From an optimization exercise on the open Yosys and OpenROAD flow, aimed at small area, a short achievable clock period and few clock cycles; shortcuts taken in it are not production practice. RTL that was checked went through simulation tests only; none was proved equivalent to the original. Power and IR drop assume default switching activity.

Setup of red:
## wzwave_fbs
module wzwave_fbs (
    input  wire        clk,
    input  wire        rst,
    input  wire        in_valid,
    input  wire [7:0]  in_data,
    output wire        in_ready,
    output wire        out_valid,
    input  wire        out_ready,
    output wire        out_hdr,
    output wire        out_last,
    output wire [3:0]  out_type,
    output wire [71:0] out_data
);
Size: ~2500 flip-flops, roughly 92 I/O pins, roughly 0.076 mm^2 of cells after synthesis.
export LEC_CHECK = 0
export CAP_MARGIN = 20
export CORE_MARGIN = 2
export CORE_UTILIZATION = 40
export SLEW_MARGIN = 20
export SYNTH_HIERARCHICAL = 1
create_clock -name core_clock -period 10.0 [get_ports {clk}]
standard.sh (not shown) runs the stock make flow with config.mk's settings and CLKGATE_MAP_FILE= SYNTH_SCRIPT=/design/flow/synth_recipe.tcl, a recipe that flattens the netlist after the stock synthesis.
==> flow/flow/run.sh <==
#!/bin/bash
# The standard layout (the standard.sh: ORFS synthesis through finish) with a
# tighter timing-repair target: repair_timing aims at a setup slack of
# SETUP_SLACK_MARGIN ns at the design's clock period, may resize cells across
# footprints, and the port buffers start out as buf_4 cells.
set -euo pipefail
bash standard.sh SETUP_SLACK_MARGIN=6.6 MATCH_CELL_FOOTPRINT=0 \
    "BUFFER_PORTS_ARGS=-buffer_cell sky130_fd_sc_hd__buf_4" finish > standard.log 2>&1
red was carried through to the last stage, and its layout satisfied the timing, DRC and antenna checks.
--- input diff red..purple ---
--- a/flow/config.mk
+++ b/flow/config.mk
@@ -9,4 +9,5 @@
 export CORE_MARGIN = 2
 export CORE_UTILIZATION = 40
+export CTS_BUF_LIST = sky130_fd_sc_hd__clkbuf_4 sky130_fd_sc_hd__clkbuf_8
 export SLEW_MARGIN = 20
 export SYNTH_HIERARCHICAL = 1
==> run summary <==
Comparing red and purple, the higher global-route usage was measured on purple. Summary of purple over red: actual transition at the worst max-transition pin -0.057 ns, final cell count +about 3%, count of hold buffers inserted by post-cts repair ~0 delta.
No run of this note included a check of the RTL's function; only the layout flow was run.

========
Another version of the RTL of wzwave_fbs (not shown whole).
Size: ~92 I/O pins.
Settings: LEC_CHECK=0, CAP_MARGIN=20, CORE_MARGIN=2, CORE_UTILIZATION=40, CTS_CLUSTER_DIAMETER=60, CTS_CLUSTER_SIZE=24, SLEW_MARGIN=20, SYNTH_HIERARCHICAL=1; clock period 10.0 ns.
==> flow/flow/run.sh <==
#!/bin/bash
# The standard layout (the standard.sh: ORFS synthesis through finish) with a
# tighter timing-repair target: repair_timing aims at a setup slack of
# SETUP_SLACK_MARGIN ns at the design's clock period, may resize cells across
# footprints, and the port buffers start out as buf_4 cells.
set -euo pipefail
bash standard.sh SETUP_SLACK_MARGIN=6.3 MATCH_CELL_FOOTPRINT=0 \
    "BUFFER_PORTS_ARGS=-buffer_cell sky130_fd_sc_hd__buf_4" finish > standard.log 2>&1
The baseline went through all stages and came out clean.
Testbench counts at the start, summed over its fixed seeds: cycles 31,867.
Edit:
--- a/flow/flow/run.sh
+++ b/flow/flow/run.sh
@@ -5,4 +5,4 @@
 # footprints, and the port buffers start out as buf_4 cells.
 set -euo pipefail
-bash standard.sh SETUP_SLACK_MARGIN=6.3 MATCH_CELL_FOOTPRINT=0 \
+bash standard.sh SETUP_SLACK_MARGIN=6.8 MATCH_CELL_FOOTPRINT=0 \
     "BUFFER_PORTS_ARGS=-buffer_cell sky130_fd_sc_hd__buf_4" finish > standard.log 2>&1
Settings changed: CTS_CLUSTER_DIAMETER 60 to 40, CTS_CLUSTER_SIZE 24 to 20.
What happened: Cell area rose by 7.5%; cell count came out higher by 4.9%; core utilization rose by 3.4 points; critical path depth does not change; combinational power increases by about 10%; synthesized cell count does not change; register-to-register slack improved by 0.32 ns; flip-flop and latch count does not change; worst setup slack gets worse by 0.032 ns.
Edit:
--- a/flow/flow/run.sh
+++ b/flow/flow/run.sh
@@ -5,4 +5,4 @@
 # footprints, and the port buffers start out as buf_4 cells.
 set -euo pipefail
-bash standard.sh SETUP_SLACK_MARGIN=6.8 MATCH_CELL_FOOTPRINT=0 \
+bash standard.sh SETUP_SLACK_MARGIN=7.0 MATCH_CELL_FOOTPRINT=0 \
     "BUFFER_PORTS_ARGS=-buffer_cell sky130_fd_sc_hd__buf_4" finish > standard.log 2>&1
Settings changed: CTS_CLUSTER_DIAMETER 40 to 60, CTS_CLUSTER_SIZE 20 to 24.
Sequential power barely changes. Setup slack gains 0.081 ns. Routed wire length is higher by 4.1%.
Edit:
--- a/flow/flow/run.sh
+++ b/flow/flow/run.sh
@@ -5,4 +5,4 @@
 # footprints, and the port buffers start out as buf_4 cells.
 set -euo pipefail
-bash standard.sh SETUP_SLACK_MARGIN=7.0 MATCH_CELL_FOOTPRINT=0 \
+bash standard.sh SETUP_SLACK_MARGIN=6.8 MATCH_CELL_FOOTPRINT=0 \
     "BUFFER_PORTS_ARGS=-buffer_cell sky130_fd_sc_hd__buf_4" finish > standard.log 2>&1
Settings changed: TNS_END_PERCENT from default to 50.
Effect: Global-route usage falls by 0.81 points; final cell count falls by 1.9%; sequential power barely changes; wire length falls by about 6%.

-- re-timing with driven ports --
The flow's constraints put no driver on any port. The routed layouts listed below were extracted and timed again, unchanged, in two steps.
Step 1, drivers: a clkbuf_16 drives clk and a buf_2 each remaining input, both assumed.
Step 2, shift: input delay + t, output delay - t, t = (earliest + latest rising clock arrival at the registers) / 2. This alone moves slack from input paths to output paths.
a / b / c = ideal / step 1 / step 2; a / b = the first two.
run | t, ns | setup slack, ns | worst setup path after step 2 | worst register clock-pin slew, ns | cell pins on the clock port's net
red | 0.903 | 6.162 / 6.162 / 6.024 | input to register | 0.08 / 0.08 | 1
purple | 1.067 | 6.225 / 6.212 / 6.045 | input to register | 0.07 / 0.07 | 1
the first run of note 2 | 0.871 | 6.463 / 6.383 / 5.678 | input to register | 0.09 / 0.09 | 1
the second run of note 2 | 0.921 | 6.431 / 6.350 / 6.154 | input to register | 0.08 / 0.08 | 1
the third run of note 2 | 0.871 | 6.512 / 6.435 / 6.274 | input to register | 0.10 / 0.10 | 1
the fourth run of note 2 | 0.872 | 6.548 / 6.466 / 6.170 | input to register | 0.09 / 0.09 | 1
After both steps every run listed still meets setup and hold. For the first run of note 2, which loses most, drivers alone change the setup slack by -0.080 ns; drivers and shift together by -0.785 ns.
